What follows belongs to an exercise in optimizing a design on an open flow for small area, a short achievable clock period and few clock cycles per item; a production flow would make more cautious choices. The RTL was checked by simulation tests, not by an equivalence proof against the original design.

==> pepper: inputs <==
## bitw_core
module bitw_core (
    input  wire        clk,
    input  wire        rst,           
    input  wire        cmd_valid,
    output wire        cmd_ready,
    input  wire [2:0]  cmd_op,
    input  wire [7:0]  cmd_n,         
    input  wire [31:0] cmd_arg,       
    input  wire [31:0] cmd_num,       
    input  wire [31:0] cmd_den,       
    output reg         rsp_valid,
    output reg  [2:0]  rsp_status,
    output reg  [31:0] rsp_val,
    output reg  [2:0]  rsp_nbytes,
    output reg  [31:0] rsp_bytes
);
export LEC_CHECK = 0
export CAP_MARGIN = 20
export CORE_MARGIN = 2
export CORE_UTILIZATION = 35
export SETUP_SLACK_MARGIN = 3.5
export SLEW_MARGIN = 20
create_clock -name core_clock -period 8.0 [get_ports {clk}]
standard.sh (not shown) runs the stock make flow with config.mk's settings and CLKGATE_MAP_FILE= SYNTH_SCRIPT=/design/flow/synth_recipe.tcl, a recipe that flattens the netlist after the stock synthesis.
==> flow/flow/run.sh <==
#!/bin/bash
# The standard layout, except that the port buffers are ordinary buf_4
# cells instead of the delay cells buffer_ports picks on its own.
set -euo pipefail
export BUFFER_PORTS_ARGS="-buffer_cell sky130_fd_sc_hd__buf_4"
bash standard.sh > standard.log 2>&1
==> inputs of xenon, as changes to pepper <==
--- a/flow/design.v
+++ b/flow/design.v
@@ -52,13 +52,12 @@
     reg [7:1]  pcb_q;
     reg [2:0]  pnb_q;
     reg        chained_q;
     reg        iok_q, irate_q, ierr_q, i32_q, i21_q, bf32_q, bf21_q;
     reg        lsm_q, lzero_q, lone_q;    
     reg        idir_q;                    
-    reg [4:0]  lidx_q, nidx_q;            
     reg [30:0] uR;
     reg [29:0] uQ;
     reg [1:0]  udp;         
     reg        uovf;
     reg [4:0]  uidx;
     reg        ucbit;
@@ -77,13 +76,13 @@
     endfunction
     wire [30:0] c_src  = (ucsel == C_ARG) ? {2'b00, cmd_arg[28:0]} :
                          (ucsel == C_NUM) ? cmd_num[30:0] : {2'b00, cap_q};
     wire        ccap   = (ucsel == C_CAP);
     wire        c_zero = ccap ? (cap_q == 29'd0) : (ucsel == C_ARG) & lzero_q;
     wire        c_one  = ccap ? (cap_q == 29'd1) : (ucsel == C_ARG) & lone_q;
-    wire [4:0]  idx0   = ccap ? msb_idx({2'b00, cap_q}) : (ucsel == C_ARG) ? lidx_q : nidx_q;
+    wire [4:0]  idx0   = msb_idx(c_src);
     wire        ulast  = ufirst ? c_one : (uidx == 5'd0);
     wire        cbit   = ufirst | ucbit;
     wire [30:0] uRe    = ufirst ? 31'd0 : uR;      
     wire [29:0] uQe    = ufirst ? 30'd0 : uQ;
     wire [1:0]  udpe   = ufirst ? 2'd0 : udp;
     wire        uovfe  = ~ufirst & uovf;
@@ -165,13 +164,13 @@
                                                                           : groom0[3:0] + {3'd0, ginc};
     wire        gv2    = uvalid & gst_q;                   
     wire [3:0]  groom_s = gsat_q - kp_q;
     wire        gfit0   = ({1'b0, n6[5:3]} <= groom_s);
     wire        gfit1   = ({1'b0, n6[5:3]} + 4'd1 <= groom_s);
     wire        gbig    = lo4[3] ? gfit1 : gfit0;          
-    wire        groom_ok = (groom0[29:3] != 27'd0) | ({1'b0, groom0[2:0]} + {3'd0, ginc} >= {1'b0, pk_q});
+    wire        groom_ok = (gsat_q >= {1'b0, pk_q});       
     wire [2:0]  inc_r = (state == S_WW) ? pk_q : {2'b00, (nb_q != 3'd0)};
     wire [3:0]  size_lo  = {1'b0, size_q[2:0]} + {1'b0, inc_r};
     wire [3:0]  size_low = {1'b0, size_q[2:0]} + {1'b0, kin};
     wire [25:0] size_flip = size_q[28:3] ^ (size_q[28:3] + 26'd1);
     wire [28:0] size_inc = {size_q[28:3] ^ (size_flip & {26{size_lo[3]}}), size_lo[2:0]};
     wire [28:0] size_incw = {size_q[28:3] ^ (size_flip & {26{size_low[3]}}), size_low[2:0]};
@@ -204,19 +203,19 @@
             OP_EXTRACT: if (nb_q == 3'd0 || room_nz || (gv2 && !gover_q)) begin
                 cap_we = 1'b1; cap_d = size_inc;
             end
             default: ;
             endcase
         end
-        S_WW: if (uvalid) begin
+        S_WW: if (gv2) begin
             cap_we = 1'b1;
-            cap_d  = gover ? (chained_q ? rsp_val[28:0] : cap_q) : g_eff;
+            cap_d  = gover_q ? (chained_q ? rsp_val[28:0] : cap_q) : g_eff;
         end
-        S_XW: if (uvalid) begin
+        S_XW: if (gv2) begin
             cap_we = 1'b1;
-            cap_d  = gover ? cap_q : size_inc;
+            cap_d  = gover_q ? cap_q : size_inc;
         end
         S_I1: begin
             ustart = 1'b1;
             ustart_floor = ~(i32_q | i21_q);
             ustart_csel  = (i32_q | i21_q) ? C_ARG : C_NUM;
         end
@@ -385,22 +384,20 @@
                     ierr_q  <= l_bad;
                     i32_q   <= is32;
                     i21_q   <= is21;
                     lsm_q   <= (cmd_arg[31:27] == 5'd0);
                     lzero_q <= (cmd_arg == 32'd0);
                     lone_q  <= (cmd_arg == 32'd1);
-                    lidx_q  <= msb_idx({2'b00, cmd_arg[28:0]});
-                    nidx_q  <= msb_idx(cmd_num[30:0]);
                     if (rate_bad || l_bad)
                         iok_q <= 1'b1;
                     else
                         state <= S_I1;
                 end
             end
-            S_WW: if (uvalid) begin
-                if (gover) begin
+            S_WW: if (gv2) begin
+                if (gover_q) begin
                     rsp_valid  <= 1'b1;
                     rsp_status <= ST_CAPACITY;
                     rsp_val    <= 32'd0;
                     rsp_nbytes <= 3'd0;
                     rsp_bytes  <= 32'd0;
                     state      <= S_IDLE;
@@ -416,16 +413,16 @@
                         rsp_status <= ST_OK;
                         rsp_val    <= 32'd0;
                         state      <= S_IDLE;
                     end
                 end
             end
-            S_XW: if (uvalid) begin
+            S_XW: if (gv2) begin
                 rsp_valid <= 1'b1;
                 state     <= S_IDLE;
-                if (gover) begin
+                if (gover_q) begin
                     rsp_status <= ST_CAPACITY;
                     rsp_val    <= 32'd0;
                     rsp_nbytes <= 3'd0;
                     rsp_bytes  <= 32'd0;
                 end else begin
                     size_q     <= size_inc;
==> flow/config.mk (replaced) <==
export PLATFORM = sky130hd
export DESIGN_NAME = bitw_core
export DESIGN_NICKNAME = bitw_core
export VERILOG_FILES = /design/flow/design.v
export SDC_FILE = /design/flow/constraint.sdc
export NUM_CORES = 4
export LEC_CHECK = 0
export CAP_MARGIN = 20
export CORE_MARGIN = 2
export CORE_UTILIZATION = 40
export SETUP_SLACK_MARGIN = 3
export SLEW_MARGIN = 20
==> run notes <==
# TYPE chip_impl_metric gauge
chip_impl_metric{name="dpl.hpwl",unit="um"} 167000
chip_impl_metric{name="timing.critical_path.fanout_max",unit=""} 9
chip_impl_metric{name="cts.sinks",unit=""} 373
chip_impl_info{name="cp_common_cell",value="sky130_fd_sc_hd__or4_4"} 1
chip_impl_metric{name="path_clk_slew",unit="ns"} 0.06
chip_impl_metric{name="ff_latch_area",unit="um^2"} 8530
chip_impl_info{name="run_status",value="complete, no violations"} 1
chip_impl_metric{name="fin_util",unit="%"} 45.6
chip_impl_metric{name="std_cell_rows",unit=""} 120
chip_impl_metric{name="postSynthRegisterBits",unit=""} 373
chip_impl_metric{name="synth.area.mux_share",unit="%"} 4.45
chip_impl_metric{name="power.internal",unit="mW"} 10.6
[end of results for xenon]
==> run notes <==
# TYPE chip_impl_metric gauge
chip_impl_metric{name="std_cell_rows",unit=""} 130
chip_impl_metric{name="power.internal",unit="mW"} 14.2
chip_impl_metric{name="timing.critical_path.fanout_max",unit=""} 19
chip_impl_info{name="run_status",value="complete, no violations"} 1
chip_impl_info{name="cp_common_cell",value="sky130_fd_sc_hd__buf_4"} 1
chip_impl_metric{name="antenna_violations_before_repair",unit=""} 20
chip_impl_metric{name="fin_util",unit="%"} 45.3
chip_impl_metric{name="path_clk_slew",unit="ns"} 0.07
chip_impl_metric{name="ff_latch_area",unit="um^2"} 8950
[end of results for pepper]
Testbench counts of pepper, summed over its fixed seeds: cycles 29,572, cmds 24,000.
Testbench counts of xenon, summed over its fixed seeds: cycles 30,215, cmds 24,000.

==> port drivers added, routing unchanged <==
The flow's constraints put no driver on any port. The routed layouts listed below were extracted and timed again, unchanged, in two steps.
Step 1, drivers: a clkbuf_16 drives clk and a buf_2 each remaining input, both assumed.
Step 2, shift: input delay + t, output delay - t, t = (earliest + latest rising clock arrival at the registers) / 2. This alone moves slack from input paths to output paths.
a / b / c = ideal / step 1 / step 2; a / b = the first two.
run	t (ns)	setup slack, ns	hold WS [ns]
pepper	0.734	3.218 / 3.218 / 2.667	0.479 / 0.479 / 0.479
xenon	0.702	2.986 / 2.986 / 2.454	0.476 / 0.476 / 0.476
After both steps setup and hold are still met in every run listed. For pepper, which loses most, drivers alone change the setup slack by 0.000 ns; drivers and shift together by -0.551 ns.
